This design comes from an exercise in tuning for small area, a short achievable clock period and few clock cycles on the open sky130 flow, not from production work. Only simulation tests tie the RTL to the original design; equivalence was not proved.

==> flow/design.v (outline; a module is shown in full before it is edited, if it fits) <==
// module isb_taps: 272 lines
// module isb_benc_s: 27 lines
// module isb_benc_b: 33 lines
// module isb_pp: 694 lines
// module qpsk_isb: 396 lines
module qpsk_isb (
    input  wire        clk,
    input  wire        rst,
    input  wire        cmd_valid,
    output wire        cmd_ready,
    input  wire [7:0]  cmd_op,
    input  wire [15:0] cmd_a0,
    input  wire [15:0] cmd_a1,
    output reg         rsp_valid,
    output reg         rsp_fault,
    output reg  [2:0]  rsp_cause,
    output reg  [15:0] rsp_r0,
    output reg  [15:0] rsp_r1
);
  // ...
==> flow/run.sh <==
#!/bin/bash
# synth_recipe.tcl (not shown) runs the flow's synth.tcl, then flattens the netlist and writes it again
# the make line also repeats each setting of config.mk as NAME=value (left out here)
make -C /OpenROAD-flow-scripts/flow DESIGN_CONFIG=/design/flow/config.mk WORK_HOME=/design/flow/orfs CLKGATE_MAP_FILE= SYNTH_SCRIPT=/design/flow/synth_recipe.tcl finish
==> flow/config.mk <==
export PLATFORM = sky130hd
export DESIGN_NAME = qpsk_isb
export DESIGN_NICKNAME = qpsk_isb
export VERILOG_FILES = /design/flow/design.v
export SDC_FILE = /design/flow/constraint.sdc
export NUM_CORES = 4
export LEC_CHECK = 0
export CAP_MARGIN = 20
export CORE_MARGIN = 2
export CORE_UTILIZATION = 40
export SLEW_MARGIN = 20
export SYNTH_MEMORY_MAX_BITS = 131072
==> flow/constraint.sdc <==
create_clock -name core_clock -period 13.0 [get_ports {clk}]
set_input_delay 2.6000 -clock core_clock [delete_from_list [all_inputs] [get_ports {clk}]]
set_output_delay 2.6000 -clock core_clock [all_outputs]
set_load 0.01 [all_outputs]
==> notes.md, run 1 <==
Status: complete, no violations
Most frequent cells in the layout: dfxtp_1, edfxtp_1, inv_1
Mapped Area: 76800 sq um
Die area: 196000 sq um
Count of clock buffers in the final design: 191
Clock sink total: 1299
Crit path DAT: 5470 ps
WHS: 323 ps
Fill cell count: 17500
Synthesized Nets: 7452
Endpoints failing setup: 0
Share of cells above drive strength 1: 0.113
Clock network area share: 0.0578
Initial drt markers: 6233
Worst-Margin Slew: 1310 ps
Seq_cells: 1299
Post-synth top area share: 0.242
Critical Path End: r_mb[4]
DP Area: 80000 sq um
Met1 WL: 101000 um
Die width: 442 um
Hold-fix buffers, CTS: 0
Layout area overhead: 10.6%
Crit-path leading delay family: compound AO/OA/AOI/OAI gates
Worst hold start: w1_i[1]
Worst slack at placement: 8280 ps
WL met3: 22300 um
Vias in the first global route: 55000
WP buf/inv: 6
Top Layer Used: met5
Hold path cells: 0
Cell class with the largest area share: multi-input combinational cells
Worst r2r path cells: 15
Leading cell type in the layout, fill and taps excluded: dfxtp_1
WL final: 246000 um
Fin Clk Skew: 68.9 ps
F_max: 206 MHz
Testbench counts, summed over its fixed seeds: cycles 8,138.
==> module qpsk_isb, before the edit <==
module qpsk_isb (
    input  wire        clk,
    input  wire        rst,
    input  wire        cmd_valid,
    output wire        cmd_ready,
    input  wire [7:0]  cmd_op,
    input  wire [15:0] cmd_a0,
    input  wire [15:0] cmd_a1,
    output reg         rsp_valid,
    output reg         rsp_fault,
    output reg  [2:0]  rsp_cause,
    output reg  [15:0] rsp_r0,
    output reg  [15:0] rsp_r1
);
    localparam TMAX = 16;
    localparam RLAT = 13;                
    localparam OP_NOP    = 8'h00;
    localparam OP_INIT   = 8'h01;
    localparam OP_PUSH   = 8'h10;
    localparam OP_INTERP = 8'h15;
    localparam C_ILLEGAL_OP     = 3'd1;
    localparam C_NOT_CONFIGURED = 3'd2;
    localparam C_BAD_CONFIG     = 3'd3;
    localparam C_WINDOW_RANGE   = 3'd5;
    reg        configured;
    reg [4:0]  t_len;                    
    reg [3:0]  wp;                       
    reg [16*TMAX-1:0] dli;               
    reg [16*TMAX-1:0] dlq;               
    reg        c_valid;
    reg        c_nop, c_init, c_push, c_interp;
    reg        c_tok;                    
    reg [15:0] c_a0;
    reg [15:0] c_a1;
    reg [7:0]  c_sh4;                    
    reg [8:0]  c_nsh;                    
    reg        rdy;                      
    assign cmd_ready = rdy;
    wire issue;
    always @(posedge clk) begin
        if (rst)
            c_valid <= 1'b0;
        else if (rdy)
            c_valid <= cmd_valid;
        else if (issue)
            c_valid <= 1'b0;
        if (rdy) begin
            c_nop    <= (cmd_op == OP_NOP);
            c_init   <= (cmd_op == OP_INIT);
            c_push   <= (cmd_op == OP_PUSH);
            c_interp <= (cmd_op == OP_INTERP);
            c_tok    <= (cmd_a0[7:0] >= 8'd8) && (cmd_a0[7:0] <= TMAX);
            c_a0     <= cmd_a0;
            c_a1     <= cmd_a1;
            c_sh4    <= cmd_a0[15:8] + 8'd4;
            c_nsh    <= 9'd0 - {cmd_a0[15], cmd_a0[15:8]};
        end
    end
    wire op_legal = c_nop || c_init || c_push || c_interp;
    wire signed [7:0] sh   = c_a0[15:8];
    wire signed [7:0] sh4  = c_sh4;
    wire signed [9:0] wpv  = $signed({6'd0, wp});
    wire signed [9:0] tv   = $signed({5'd0, t_len});
    wire signed [9:0] s0   = wpv + sh;                   
    wire signed [9:0] s0t  = wpv + sh - tv;              
    wire signed [9:0] s0h  = wpv + sh - 2 * tv + 10'sd8;  
    wire signed [9:0] s4   = wpv + sh4;                  
    wire signed [9:0] s4t  = wpv + sh4 - tv;             
    wire win_ok = !s0[9] && (s0h[9] || (s0h == 10'sd0));
    reg [2:0] f_cause;
    always @(*) begin
        if (!op_legal)
            f_cause = C_ILLEGAL_OP;
        else if ((c_push || c_interp) && !configured)
            f_cause = C_NOT_CONFIGURED;
        else if (c_init && !c_tok)
            f_cause = C_BAD_CONFIG;
        else if (c_interp && !win_ok)
            f_cause = C_WINDOW_RANGE;
        else
            f_cause = 3'd0;
    end
    reg        cu_act;                   
    reg [1:0]  cu_r;                     
    reg [1:0]  cu_q;                     
    reg [3:0]  cu_pa, cu_pb;             
    reg [3:0]  cu_b0, cu_b4;             
    reg [6:0]  cu_jj;                    
    reg        cu_flip;                  
    reg [1:0]  cu_t;                     
    reg        nx_v;                     
    reg [1:0]  nx_q;
    reg [3:0]  nx_pa, nx_pb, nx_b0, nx_b4;
    reg [6:0]  nx_jj;
    reg        nx_flip;
    reg [1:0]  nx_t;
    wire cu_end = cu_act && (cu_r == 2'd3);   
    wire cu_free = !cu_act || cu_end;         
    wire stall = c_valid && ((c_interp && nx_v) || (c_init && (cu_act || nx_v)));
    assign issue = c_valid && !stall;
    wire do_init   = c_valid && c_init && c_tok && !cu_act && !nx_v;
    wire do_push   = c_valid && c_push && configured;
    wire do_interp = c_valid && c_interp && configured && win_ok && !nx_v;
    wire ti     = c_valid && c_interp && !nx_v;
    wire nxv_n  = nx_v ? !cu_end : (ti && cu_act && !cu_end);
    wire bz_n   = (cu_act && !cu_end) || nx_v || ti;
    wire cv_n   = rdy ? cmd_valid : (c_valid && !issue);
    wire ci_n   = rdy ? (cmd_op == OP_INTERP) : c_interp;
    wire cn_n   = rdy ? (cmd_op == OP_INIT) : c_init;
    wire rdy_next = !(cv_n && ((ci_n && nxv_n) || (cn_n && bz_n)));
    always @(posedge clk) begin
        if (rst)
            rdy <= 1'b1;
        else
            rdy <= rdy_next;
    end
    wire [3:0] b0    = s0t[9] ? s0[3:0] : s0t[3:0];                  
    wire [3:0] b4    = s4t[9] ? s4[3:0] : s4t[3:0];                  
    wire signed [8:0] nsh   = c_nsh;
    wire signed [8:0] nsh_t = nsh + $signed({4'd0, t_len});
    wire signed [8:0] nsh_2 = nsh + $signed({3'd0, t_len, 1'b0});
    wire [4:0] d_wp  = !nsh[8] ? nsh[4:0] : !nsh_t[8] ? nsh_t[4:0] : nsh_2[4:0];
    wire       inarc = (d_wp <= 5'd7);
    wire [4:0] wp4r  = {1'b0, wp} + 5'd4;
    wire [4:0] wp4t  = {1'b0, wp} + 5'd4 - t_len;
    wire [3:0] wp_p4 = wp4t[4] ? wp4r[3:0] : wp4t[3:0];            
    wire [3:0] wm4   = wp - 4'd4;
    wire [3:0] wm4t  = wp - 4'd4 + t_len[3:0];
    wire [3:0] wp_m4 = (wp < 4'd4) ? wm4t : wm4;                    
    wire [1:0] q0    = inarc ? d_wp[1:0] : 2'd0;
    wire [3:0] pa0   = !inarc ? b0 : d_wp[2] ? wp_m4 : wp;
    wire [3:0] pb0   = !inarc ? b4 : d_wp[2] ? wp : wp_p4;
    wire [6:0] row_j = c_a0[7:1];
    wire       flip  = row_j[6] && (row_j[5:0] != 6'd0);
    wire [6:0] jj0   = flip ? (7'd0 - row_j) : row_j;
    function [3:0] pinc;                 
        input [3:0] p;
        input [4:0] t;
        begin
            pinc = (({1'b0, p} + 5'd1) == t) ? 4'd0 : p + 4'd1;
        end
    endfunction
    wire go_new  = do_interp && cu_free;          
    wire go_wait = do_interp && !cu_free;         
    always @(posedge clk) begin
        if (rst) begin
            cu_act <= 1'b0;
            nx_v   <= 1'b0;
        end else begin
            if (cu_free)
                cu_act <= nx_v || go_new;
            if (go_wait)
                nx_v <= 1'b1;
            else if (cu_free)
                nx_v <= 1'b0;
        end
        if (cu_free) begin
            cu_r <= 2'd0;
            if (nx_v) begin
                cu_q    <= nx_q;
                cu_pa   <= nx_pa;
                cu_pb   <= nx_pb;
                cu_b0   <= nx_b0;
                cu_b4   <= nx_b4;
                cu_jj   <= nx_jj;
                cu_flip <= nx_flip;
                cu_t    <= nx_t;
            end else begin
                cu_q    <= q0;
                cu_pa   <= pa0;
                cu_pb   <= pb0;
                cu_b0   <= b0;
                cu_b4   <= b4;
                cu_jj   <= jj0;
                cu_flip <= flip;
                cu_t    <= 2'd0;
            end
        end else begin
            cu_r  <= cu_r + 2'd1;
            cu_q  <= cu_q + 2'd1;
            cu_pa <= (cu_q == 2'd3) ? cu_b0 : pinc(cu_pa, t_len);
            cu_pb <= (cu_q == 2'd3) ? cu_b4 : pinc(cu_pb, t_len);
            cu_t  <= (cu_t == 2'd2) ? 2'd2 : cu_t + 2'd1;
        end
        if (!nx_v) begin
            nx_q    <= q0;
            nx_pa   <= pa0;
            nx_pb   <= pb0;
            nx_b0   <= b0;
            nx_b4   <= b4;
            nx_jj   <= jj0;
            nx_flip <= flip;
            nx_t    <= 2'd1;
        end else begin
            nx_t    <= (nx_t == 2'd2) ? 2'd2 : nx_t + 2'd1;
        end
    end
    reg        w1_v, w2_v, w3_v;
    reg [3:0]  w1_p, w2_p, w3_p;
    reg [15:0] w1_i, w2_i, w3_i;
    reg [15:0] w1_q, w2_q, w3_q;
    always @(posedge clk) begin
        if (rst || do_init) begin
            w1_v <= 1'b0;
            w2_v <= 1'b0;
            w3_v <= 1'b0;
        end else begin
            w1_v <= do_push;
            w2_v <= w1_v;
            w3_v <= w2_v;
        end
        w1_p <= wp;   w2_p <= w1_p; w3_p <= w2_p;
        w1_i <= c_a0; w2_i <= w1_i; w3_i <= w2_i;
        w1_q <= c_a1; w2_q <= w1_q; w3_q <= w2_q;
    end
    wire [15:0] wdi = do_init ? 16'd0 : w3_i;
    wire [15:0] wdq = do_init ? 16'd0 : w3_q;
    genvar g;
    generate
        for (g = 0; g < TMAX; g = g + 1) begin : g_word
            always @(posedge clk) begin
                if (do_init || (w3_v && w3_p == g)) begin
                    dli[16*g +: 16] <= wdi;
                    dlq[16*g +: 16] <= wdq;
                end
            end
        end
    endgenerate
    always @(posedge clk) begin
        if (rst) begin
            configured <= 1'b0;
        end else if (do_init) begin
            configured <= 1'b1;
            t_len      <= c_a0[4:0];
            wp         <= 4'd0;
        end else if (do_push) begin
            wp <= ({1'b0, wp} == t_len - 5'd1) ? 4'd0 : wp + 4'd1;
        end
    end
    wire       sm_a = (cu_q[1] == 1'b0);         
    wire [3:0] p_s  = sm_a ? cu_pa : cu_pb;
    wire [3:0] p_b  = sm_a ? cu_pb : cu_pa;
    wire       by2  = (cu_t == 2'd0) && w2_v;
    wire       by3  = (cu_t != 2'd2) && w3_v;
    function [15:0] rd;
        input [16*TMAX-1:0] dl;
        input [3:0]  p;
        input        b2, b3;
        input [3:0]  p2, p3;
        input [15:0] d2, d3;
        begin
            if (b2 && p2 == p)
                rd = d2;
            else if (b3 && p3 == p)
                rd = d3;
            else
                rd = dl[16*p +: 16];
        end
    endfunction
    reg [15:0] ri_s, ri_b, rq_s, rq_b;
    reg [9:0]  r_ms;
    reg [14:0] r_mb;
    reg        r_ngs;
    reg        r_v, r_first, r_last;
    wire [1:0] qq = cu_flip ? ~cu_q : cu_q;
    wire [9:0]  ms;
    wire [14:0] mb;
    isb_taps u_taps (.jj(cu_jj), .qq(qq), .ms(ms), .mb(mb));
    wire ng_s = (cu_q == 2'd0) || (cu_q == 2'd3);
    wire [5:0] ds_one, ds_two, ds_neg;
    wire [7:0] db_one, db_two, db_neg;
    isb_benc_s u_bs (.m(r_ms), .ng(r_ngs),  .one(ds_one), .two(ds_two), .neg(ds_neg));
    isb_benc_b u_bb (.m(r_mb), .ng(!r_ngs), .one(db_one), .two(db_two), .neg(db_neg));
    reg [15:0] xi_s, xi_b, xq_s, xq_b;
    reg [5:0]  s_one, s_two, s_neg;
    reg [7:0]  b_one, b_two, b_neg;
    reg        m_v, m_first, m_last;
    reg        p_v, p_first, p_last, a_done;
    reg [30:0] ps_i, pc_i, ps_q, pc_q;
    reg [30:0] as_i, ac_i, as_q, ac_q;
    wire [30:0] ns_i, nc_i, ns_q, nc_q;
    always @(posedge clk) begin
        ri_s    <= rd(dli, p_s, by2, by3, w2_p, w3_p, w2_i, w3_i);
        ri_b    <= rd(dli, p_b, by2, by3, w2_p, w3_p, w2_i, w3_i);
        rq_s    <= rd(dlq, p_s, by2, by3, w2_p, w3_p, w2_q, w3_q);
        rq_b    <= rd(dlq, p_b, by2, by3, w2_p, w3_p, w2_q, w3_q);
        r_ms    <= ms;
        r_mb    <= mb;
        r_ngs   <= ng_s;
        r_first <= (cu_r == 2'd0);
        r_last  <= (cu_r == 2'd3);
        xi_s    <= ri_s;
        xi_b    <= ri_b;
        xq_s    <= rq_s;
        xq_b    <= rq_b;
        s_one   <= ds_one;
        s_two   <= ds_two;
        s_neg   <= ds_neg;
        b_one   <= db_one;
        b_two   <= db_two;
        b_neg   <= db_neg;
        m_first <= r_first;
        m_last  <= r_last;
        p_first <= m_first;
        p_last  <= m_last;
        ps_i    <= ns_i;
        pc_i    <= nc_i;
        ps_q    <= ns_q;
        pc_q    <= nc_q;
        if (rst) begin
            r_v    <= 1'b0;
            m_v    <= 1'b0;
            p_v    <= 1'b0;
            a_done <= 1'b0;
        end else begin
            r_v    <= cu_act;
            m_v    <= r_v;
            p_v    <= m_v;
            a_done <= p_v && p_last;
        end
        as_i <= acc_s(ps_i, pc_i, as_i & {31{!p_first}}, ac_i & {31{!p_first}});
        ac_i <= acc_c(ps_i, pc_i, as_i & {31{!p_first}}, ac_i & {31{!p_first}});
        as_q <= acc_s(ps_q, pc_q, as_q & {31{!p_first}}, ac_q & {31{!p_first}});
        ac_q <= acc_c(ps_q, pc_q, as_q & {31{!p_first}}, ac_q & {31{!p_first}});
    end
    isb_pp u_pp_i (.xs(xi_s), .ones(s_one), .twos(s_two), .negs(s_neg),
                   .xb(xi_b), .oneb(b_one), .twob(b_two), .negb(b_neg),
                   .first(m_first), .s_out(ns_i), .c_out(nc_i));
    isb_pp u_pp_q (.xs(xq_s), .ones(s_one), .twos(s_two), .negs(s_neg),
                   .xb(xq_b), .oneb(b_one), .twob(b_two), .negb(b_neg),
                   .first(m_first), .s_out(ns_q), .c_out(nc_q));
    function [30:0] acc_s;
        input [30:0] a, b, c, d;
        reg   [30:0] s1, c1;
        begin
            s1    = a ^ b ^ c;
            c1    = {(a[29:0] & b[29:0]) | (a[29:0] & c[29:0]) | (b[29:0] & c[29:0]), 1'b0};
            acc_s = s1 ^ c1 ^ d;
        end
    endfunction
    function [30:0] acc_c;
        input [30:0] a, b, c, d;
        reg   [30:0] s1, c1;
        begin
            s1    = a ^ b ^ c;
            c1    = {(a[29:0] & b[29:0]) | (a[29:0] & c[29:0]) | (b[29:0] & c[29:0]), 1'b0};
            acc_c = {(s1[29:0] & c1[29:0]) | (s1[29:0] & d[29:0]) | (c1[29:0] & d[29:0]), 1'b0};
        end
    endfunction
    function [15:0] round_sat;
        input signed [30:0] v;
        reg   signed [16:0] r;
        begin
            r = v >>> 14;
            if (r > 17'sd32767)
                round_sat = 16'h7fff;
            else if (r < -17'sd32768)
                round_sat = 16'h8000;
            else
                round_sat = r[15:0];
        end
    endfunction
    wire [30:0] acc_i = as_i + ac_i;
    wire [30:0] acc_q = as_q + ac_q;
    reg [15:0] h_i, h_q;                 
    always @(posedge clk) begin
        if (a_done) begin
            h_i <= round_sat(acc_i);
            h_q <= round_sat(acc_q);
        end
    end
    localparam TK_OK     = 3'd6;
    localparam TK_RESULT = 3'd7;
    reg [2:0] tk [0:RLAT-2];
    wire [2:0] tk_in = !issue ? 3'd0 : (f_cause != 3'd0) ? f_cause :
                       c_interp ? TK_RESULT : TK_OK;
    wire [2:0] tk_out = tk[RLAT-2];
    wire       tk_flt = (tk_out != 3'd0) && (tk_out != TK_OK) && (tk_out != TK_RESULT);
    integer i;
    always @(posedge clk) begin
        if (rst) begin
            for (i = 0; i < RLAT - 1; i = i + 1)
                tk[i] <= 3'd0;
            rsp_valid <= 1'b0;
        end else begin
            tk[0] <= tk_in;
            for (i = 1; i < RLAT - 1; i = i + 1)
                tk[i] <= tk[i-1];
            rsp_valid <= (tk_out != 3'd0);
        end
        rsp_fault <= tk_flt;
        rsp_cause <= tk_flt ? tk_out : 3'd0;
        rsp_r0    <= (tk_out == TK_RESULT) ? h_i : 16'd0;
        rsp_r1    <= (tk_out == TK_RESULT) ? h_q : 16'd0;
    end
endmodule
==> run 2, diff against run 1 <==
--- a/flow/design.v
+++ b/flow/design.v
@@ -1169,4 +1169,23 @@
     wire go_new  = do_interp && cu_free;          
     wire go_wait = do_interp && !cu_free;         
+    reg [1:0] n_q;
+    reg [3:0] n_pa, n_pb;
+    reg       n_flip;
+    always @(*) begin
+        if (cu_free) begin
+            n_q    = nx_v ? nx_q    : q0;
+            n_pa   = nx_v ? nx_pa   : pa0;
+            n_pb   = nx_v ? nx_pb   : pb0;
+            n_flip = nx_v ? nx_flip : flip;
+        end else begin
+            n_q    = cu_q + 2'd1;
+            n_pa   = (cu_q == 2'd3) ? cu_b0 : pinc(cu_pa, t_len);
+            n_pb   = (cu_q == 2'd3) ? cu_b4 : pinc(cu_pb, t_len);
+            n_flip = cu_flip;
+        end
+    end
+    reg [3:0] cu_ps, cu_pg;              
+    reg [1:0] cu_qq;                     
+    reg       cu_ngs;                    
     always @(posedge clk) begin
         if (rst) begin
@@ -1181,30 +1200,27 @@
                 nx_v <= 1'b0;
         end
+        cu_q    <= n_q;
+        cu_pa   <= n_pa;
+        cu_pb   <= n_pb;
+        cu_flip <= n_flip;
+        cu_ps   <= n_q[1] ? n_pb : n_pa;
+        cu_pg   <= n_q[1] ? n_pa : n_pb;
+        cu_qq   <= n_flip ? ~n_q : n_q;
+        cu_ngs  <= (n_q == 2'd0) || (n_q == 2'd3);
         if (cu_free) begin
             cu_r <= 2'd0;
             if (nx_v) begin
-                cu_q    <= nx_q;
-                cu_pa   <= nx_pa;
-                cu_pb   <= nx_pb;
                 cu_b0   <= nx_b0;
                 cu_b4   <= nx_b4;
                 cu_jj   <= nx_jj;
-                cu_flip <= nx_flip;
                 cu_t    <= nx_t;
             end else begin
-                cu_q    <= q0;
-                cu_pa   <= pa0;
-                cu_pb   <= pb0;
                 cu_b0   <= b0;
                 cu_b4   <= b4;
                 cu_jj   <= jj0;
-                cu_flip <= flip;
                 cu_t    <= 2'd0;
             end
         end else begin
             cu_r  <= cu_r + 2'd1;
-            cu_q  <= cu_q + 2'd1;
-            cu_pa <= (cu_q == 2'd3) ? cu_b0 : pinc(cu_pa, t_len);
-            cu_pb <= (cu_q == 2'd3) ? cu_b4 : pinc(cu_pb, t_len);
             cu_t  <= (cu_t == 2'd2) ? 2'd2 : cu_t + 2'd1;
         end
@@ -1264,7 +1280,6 @@
         end
     end
-    wire       sm_a = (cu_q[1] == 1'b0);         
-    wire [3:0] p_s  = sm_a ? cu_pa : cu_pb;
-    wire [3:0] p_b  = sm_a ? cu_pb : cu_pa;
+    wire [3:0] p_s  = cu_ps;
+    wire [3:0] p_b  = cu_pg;
     wire       by2  = (cu_t == 2'd0) && w2_v;
     wire       by3  = (cu_t != 2'd2) && w3_v;
@@ -1289,9 +1304,8 @@
     reg        r_ngs;
     reg        r_v, r_first, r_last;
-    wire [1:0] qq = cu_flip ? ~cu_q : cu_q;
     wire [9:0]  ms;
     wire [14:0] mb;
-    isb_taps u_taps (.jj(cu_jj), .qq(qq), .ms(ms), .mb(mb));
-    wire ng_s = (cu_q == 2'd0) || (cu_q == 2'd3);
+    isb_taps u_taps (.jj(cu_jj), .qq(cu_qq), .ms(ms), .mb(mb));
+    wire ng_s = cu_ngs;
     wire [5:0] ds_one, ds_two, ds_neg;
     wire [7:0] db_one, db_two, db_neg;
==> run 2 against run 1 <==
  * Worst setup slack improved by 51 ps
  * Global-route usage rose by 0.11 points
  * Die area fell by 0.53%
  * Critical path type unchanged
  * Highest routed layer unchanged
==> notes.md, run 2 <==
Status: complete, no violations
Finished Layout Cells: 8965
Count leader, synth: dfxtp_1
DP Area: 79600 sq um (-0.46%)
Die Span Y: 441 um
WL final: 245000 um (-0.49%)
Max-slew violations: 0
Final Hold Fails: 0
Placed Cells: 8701
Post-Syn Instances: 6491
Setup Buffers After CTS: 0
CTS tree: built
Most frequent cells after synthesis: dfxtp_1, edfxtp_1, inv_1
RSZ-0062 raised after global routing: false
Multi-input logic area: 40200 sq um
First-pass GRT wire length: 361000 um
Post-synth top area share: 0.243 (+0.000905)
Post_cts resized: 0
# IOs: 81
Cell Rows: 160
Share of cells above drive strength 1: 0.125 (+0.0123)
Die width: 441 um (-0.27%)
Mapped Area: 76400 sq um (-0.53%)
F_max: 208 MHz (+1.1%)
Post-synth ARST share: 0
Min Clock Period, post-route: 4810 ps
Total negative slack: 0 ps
Final instance area: 84400 sq um
Grt ovf: 0
Distinct cells, synth: 97
H-tree levels: 4
Endpoints failing setup: 0 (unchanged)
Clock transition at the registers of the reported paths: 60 ps
Gpl congestion: 1.04
Initial drt markers: 6083 (-2.4%)
Ys flop type: dfxtp_1
Synthesized Nets: 7216 (-3.2%)
Clock sink total: 1310 (+0.85%)
Fill cell count: 17300 (-1.1%)
Root Buffer: clkbuf_16
Worst Hold Class: reg -> reg
Crit path DAT: 5480 ps (about the same)
Highest fanout seen on the critical path: 36
Maxcap violations: 0
Hold-fix buffers, CTS: 0 (unchanged)
Pre-Repair DR Iteration Count: 7
Final WS setup: 8190 ps
Layout area overhead: 10.5% (about the same)
Syn Area/Cell: 11.8 sq um
DRT antenna net count: 0
Skew-Pair Late Insertion Delay: 790 ps
Initial antenna violation count: 14
Area occupied by registers: 32500 sq um
Final period utilization: 0.370
Sequential area share after synthesis: 0.424
CTS Buf Count: 139
Worst slack at placement: 8210 ps (-70.2 ps)
Flops & latches, synth: 1310
Fin nets: 7059
Port-buffer cells: 80
Mean number of vias per cell: 5.89
CP required: 13670 ps
Worst-Margin Slew: 1210 ps (-103 ps)
Worst Setup End Kind: register
Detail Placement HPWL: 163000 um
Initial core utilization: 0.402
Largest net degree at the start of global routing: 152
Most frequent cells in the layout: dfxtp_1, edfxtp_1, inv_1
Post-synth EDFFs: 617
Fin Clk Skew: 47.5 ps (-21.4 ps)
Avg WL per Cell: 27.3 um
Total track usage: 0.250
Largest registers: dli x256, dlq x256, tk x36
Biggest area consumer among synthesized cells: edfxtp_1
Total number of vias: 52800
Die area: 194000 sq um (-0.53%)
CP Launch Type: register
Core Util, Final: 0.444
CP Class: reg -> reg
Bufs on Longest Clock Path: 3
Vias in the first global route: 53600 (-2.6%)
Core region area: 190000 sq um
Synthesis warning total: 3
Slew margin rel.: 0.190
DRC: 0
WHS: 316 ps (-7.17 ps)
Leading cell type in the layout, fill and taps excluded: dfxtp_1
Synth area leaders: edfxtp_1, dfxtp_1, fa_1
-- run 2: cell families after synthesis --
family / share of synthesized area
buf+inv: 0.0526
compound gates: 0.117
fa+ha+maj: 0.161
xor+xnor: 0.0683
simple gates: 0.0718
mux: 0.106
flops: 0.424
-- run 2: critical path: stages, from the launching register on --
cell	delay, ps
edfxtp_1	350
buf_4	290
inv_1	470
ha_1	300
buf_4	470
nor2b_2	230
buf_4	260
nand2_1	330
a21oi_1	410
a2111oi_0	140
o311ai_0	660
o21ai_0	390
a211oi_1	310
-- run 2: final timing paths --
| check | cells after the start | slack (ps) | endpoint | start |
|---|---|---|---|---|
| hold reg to reg | 0 | 320 | w2_i[1] | w1_i[1] |
| setup reg to reg | 12 | 8190 | r_mb[2] | cu_jj[6] |
| hold / removal | 0 | 320 | w2_i[1] | w1_i[1] |
| setup / recovery | 12 | 8190 | r_mb[2] | cu_jj[6] |
-- run 2: area by class of cell --
type | count | area share
repair buffers | 213 | 0.0222
diodes | 6 | 0.000178
flip-flops and latches | 1310 | 0.384
multi-input cells | 4129 | 0.476
inverters | 541 | 0.0241
clock inverters | 67 | 0.00938
clock buffers | 188 | 0.0465
well taps | 2511 | 0.0372
-- run 2: routing by layer --
| metal | track usage | vias to the layer above | share of wire |
|---|---|---|---|
| met5 | 0 | - | 0.00035 |
| met4 | 0.0962 | 14 | 0.042 |
| met3 | 0.0562 | 575 | 0.091 |
| met1 | 0.337 | 26900 | 0.41 |
| met2 | 0.391 | 2743 | 0.46 |
| li1 | - | 22600 | - |
Testbench counts of run 2, summed over its fixed seeds: cycles 8,138.
==> run 3, diff against run 2 <==
==> flow/flow/run.sh (new file) <==
#!/bin/bash
# Layout: the standard flow (standard.sh, which runs ORFS from synthesis
# to the final layout at the design's clock period and constraints), with
# ORFS's timing repair (after floorplan, clock-tree synthesis and global
# routing) asked to leave a setup margin of 8.7 ns, and to work on every
# endpoint. The make output goes to standard_flow.log; ORFS keeps each
# step's log under orfs/logs/.
set -euo pipefail
bash standard.sh SETUP_SLACK_MARGIN=8.7 TNS_END_PERCENT=100 finish > standard_flow.log 2>&1
==> flow/standard.sh (new file) <==
#!/bin/bash
# synth_recipe.tcl (not shown) runs the flow's synth.tcl, then flattens the netlist and writes it again
# the make line also repeats each setting of config.mk as NAME=value (left out here)
make -C /OpenROAD-flow-scripts/flow DESIGN_CONFIG=/design/flow/config.mk WORK_HOME=/design/flow/orfs CLKGATE_MAP_FILE= SYNTH_SCRIPT=/design/flow/synth_recipe.tcl "${@:-finish}"
removed: flow/run.sh
==> run 3 against run 2 <==
  * Critical endpoint is now r_mb[6]
  * Still clean
  * Global-route usage is 0.41 points higher
  * Utilization is 0.30 points higher
  * Via count is 0.22% higher
  * Sequential cell count stayed put
  * Worst setup slack better by 570 ps
  * Synthesized cell count stayed put
==> notes.md, run 3 <==
Fin Clk Skew: 38.7 ps (-8.73 ps)
Avg WL per Cell: 27.6 um (+0.98%)
Total number of vias: 53000 (+0.22%)
Ys flop type: dfxtp_1
Clock sink total: 1310 (unchanged)
Endpoints failing setup: 0 (unchanged)
Mapped Area: 76400 sq um (unchanged)
CP required: 13700 ps (+30 ps)
Initial core utilization: 0.402 (unchanged)
Syn Area/Cell: 11.8 sq um (unchanged)
RSZ-0062 raised after global routing: true
Worst R2R End: r_mb[6]
Min Clock Period, post-route: 4240 ps (-571 ps)
WL final: 248000 um (+1.4%)
Die Span Y: 441 um (unchanged)
Synthesis warning total: 3 (unchanged)
Crit path DAT: 4940 ps (-540 ps)
CTS tree: built
Maxcap violations: 0 (unchanged)
CTS Buf Count: 140 (+0.72%)
Count leader, synth: dfxtp_1
Bufs on Longest Clock Path: 3 (unchanged)
Final period utilization: 0.326 (-0.0439)
Synthesized Nets: 7216 (unchanged)
Max-slew violations: 0 (unchanged)
Biggest area consumer among synthesized cells: edfxtp_1
DRT antenna net count: 0 (unchanged)
Layout area overhead: 11.3%
F_max: 236 MHz (+13%)
Die area: 194000 sq um (unchanged)
Fin nets: 7091 (+0.45%)
Most frequent cells after synthesis: dfxtp_1, edfxtp_1, inv_1
Fill cell count: 17200 (-0.62%)
Worst r2r src: cu_jj[2]
Critical Path End: r_mb[6]
Vias in the first global route: 54100 (+0.86%)
Skew-Pair Late Insertion Delay: 780 ps (about the same)
Largest registers: dli x256, dlq x256, tk x36
CP Class: reg -> reg
Critical path, cell by cell: buf_4 > buf_4 > nor2b_1 > nor2_1 > o21ai_0 > a21oi_1 > o21ai_0 > nor3_1 > a21oi_1 > and3_1
Post-synth EDFFs: 617 (unchanged)
Post-synth ARST share: 0 (unchanged)
Final Hold Fails: 0 (unchanged)
Sequential area share after synthesis: 0.424 (unchanged)
Largest net degree at the start of global routing: 144 (-5.3%)
Distinct cells, synth: 97 (unchanged)
Post-synth top area share: 0.243 (unchanged)
Total track usage: 0.254 (+0.00406)
CP max stage delay: 900 ps (+240 ps)
Status: complete, no violations
Worst Hold Class: reg -> reg
Worst r2r path cells: 10 (-2)
Cell Rows: 160 (unchanged)
WHS: 315 ps (-1.77 ps)
Mean number of vias per cell: 5.89 (-0.16%)
FF-to-FF setup slack: 8760 ps (+570 ps)
Pre-Repair DR Iteration Count: 6 (-1)
First-pass GRT wire length: 366000 um (+1.3%)
Crit path max-delay cell type: o21ai_0
Leading cell type in the layout, fill and taps excluded: dfxtp_1
Most frequent cells in the layout: dfxtp_1, edfxtp_1, inv_1
Core region area: 190000 sq um (unchanged)
CP Launch Type: register
Flops & latches, synth: 1310 (unchanged)
Initial drt markers: 6217 (+2.2%)
H-tree levels: 4 (unchanged)
Port-buffer cells: 80 (unchanged)
Grt ovf: 0 (unchanged)
Worst-Margin Slew: 1190 ps (-23.7 ps)
Synth area leaders: edfxtp_1, dfxtp_1, fa_1
Placed Cells: 8709 (+0.092%)
Detail Placement HPWL: 164000 um (+0.67%)
Finished Layout Cells: 8999 (+0.38%)
Worst Setup SP: cu_jj[2]
Post-Syn Instances: 6491 (unchanged)
Die width: 441 um (unchanged)
Initial antenna violation count: 19 (+5)
Root Buffer: clkbuf_16
Clock transition at the registers of the reported paths: 60 ps (about the same)
# IOs: 81 (unchanged)
Gpl congestion: 1.02 (-1.9%)
Total negative slack: 0 ps (unchanged)
DRC: 0 (unchanged)
Highest fanout seen on the critical path: 51 (+42%)
Share of cells above drive strength 1: 0.135 (+0.00984)
Slew margin rel.: 0.209 (+0.0188)
Worst Setup End Kind: register
## run 3: worst min path at each step
| stage | start | to | slack, ps | cells past startpoint |
|---|---|---|---|---|
| 6_report | w1_p[0] | w2_p[0] | 310 | 0 |
| 5_1_grt | w1_p[2] | w2_p[2] | 330 | 0 |
| 4_1_cts | w1_p[0] | w2_p[0] | 320 | 0 |
| 3_5_place_dp | w1_i[2] | w2_i[2] | 310 | 0 |
| 3_3_place_gp | w1_i[3] | w2_i[3] | 310 | 0 |
| 2_1_floorplan | r_first | m_first | 310 | 0 |
## run 3: cells by family after synthesis
group / Yosys count / synth area share
adders and majority gates: 682 / 0.161
DFF: 1310 / 0.424
buffers and inverters: 1052 / 0.0526
AOI/OAI and AO/OA: 1322 / 0.117
xor gates and xnor gates: 594 / 0.0683
and+or+nand+nor: 1135 / 0.0718
muxes: 396 / 0.106
## run 3: per-layer routing
layer | wire length, um | track usage | share of wire
met1 | 102000 | 0.344 | 0.41
met2 | 112000 | 0.393 | 0.45
met3 | 23300 | 0.0598 | 0.094
met4 | 10600 | 0.0979 | 0.043
met5 | 191 | 0.00422 | 0.00077
## run 3: stage by stage
step                instance area (sq um)   util  worst slack [ps]
detailed placement                  79700  0.420              8450
global placement                    79700  0.420              8460
finish                              85000  0.447              8760
CTS                                 84500  0.445              8600
global route                        85000  0.447              8630
floorplan                           76400      -              8690
## run 3: worst max-delay path: cells and delay by family (launching register included)
| family | cells | cell delay, ps |
|---|---|---|
| buffers and inverters | 2 | 780 |
| flip-flops | 1 | 320 |
| AO/OA/AOI/OAI | 4 | 1710 |
| AND/OR/NAND/NOR | 4 | 1300 |
## run 3: what timing repair did
item / in CTS / in global routing
buffers inserted: 5 / 15
resized for setup: 19 / 75
pin swaps: 1 / 1
setup endpoints to repair: 33 / 48
cloned: 0 / 5
hold buffers: 0 / 0
## run 3: layout make-up
class                      count  area [sq um]  share of cell area
timing repair buffer         244          2320              0.0273
tap                         2511          3140              0.0370
inverter                     541          2040              0.0240
multi-input combinational   4129         40200               0.473
antenna                        6          15.0            0.000177
clock buffer                 199          4020              0.0473
sequential                  1310         32500               0.382
clock inverter                59           707             0.00832

[afterwards: timing with drivers on the ports]
No port has a modelled driver above. Below, the same layouts with a new extraction and two added sets of constraints.
Step 1 assumes that a clkbuf_16 drives the clock port and a buf_2 every other input.
Step 2 adds t to the input delays and takes it off the output delays; t is the mean of the earliest and latest rising clock arrival at the registers after step 1. Input paths then give back, and output paths get back, about the clock's delay inside the block.
a / b / c = ideal / step 1 / step 2; a / b = the first two.
run | t, ns | setup slack, ns | worst setup path at the end | latest minus earliest clock arrival (ns)
run 1 | 0.857 | 8.139 / 8.139 / 8.139 | register to register | 0.071 / 0.071
run 2 | 0.859 | 8.191 / 8.191 / 8.191 | register to register | 0.061 / 0.061
run 3 | 0.847 | 8.761 / 8.703 / 8.556 | input to register | 0.043 / 0.043
After both steps setup and hold are still met in every run listed. For run 3, which loses most, drivers alone change the setup slack by -0.058 ns; drivers and shift together by -0.205 ns.
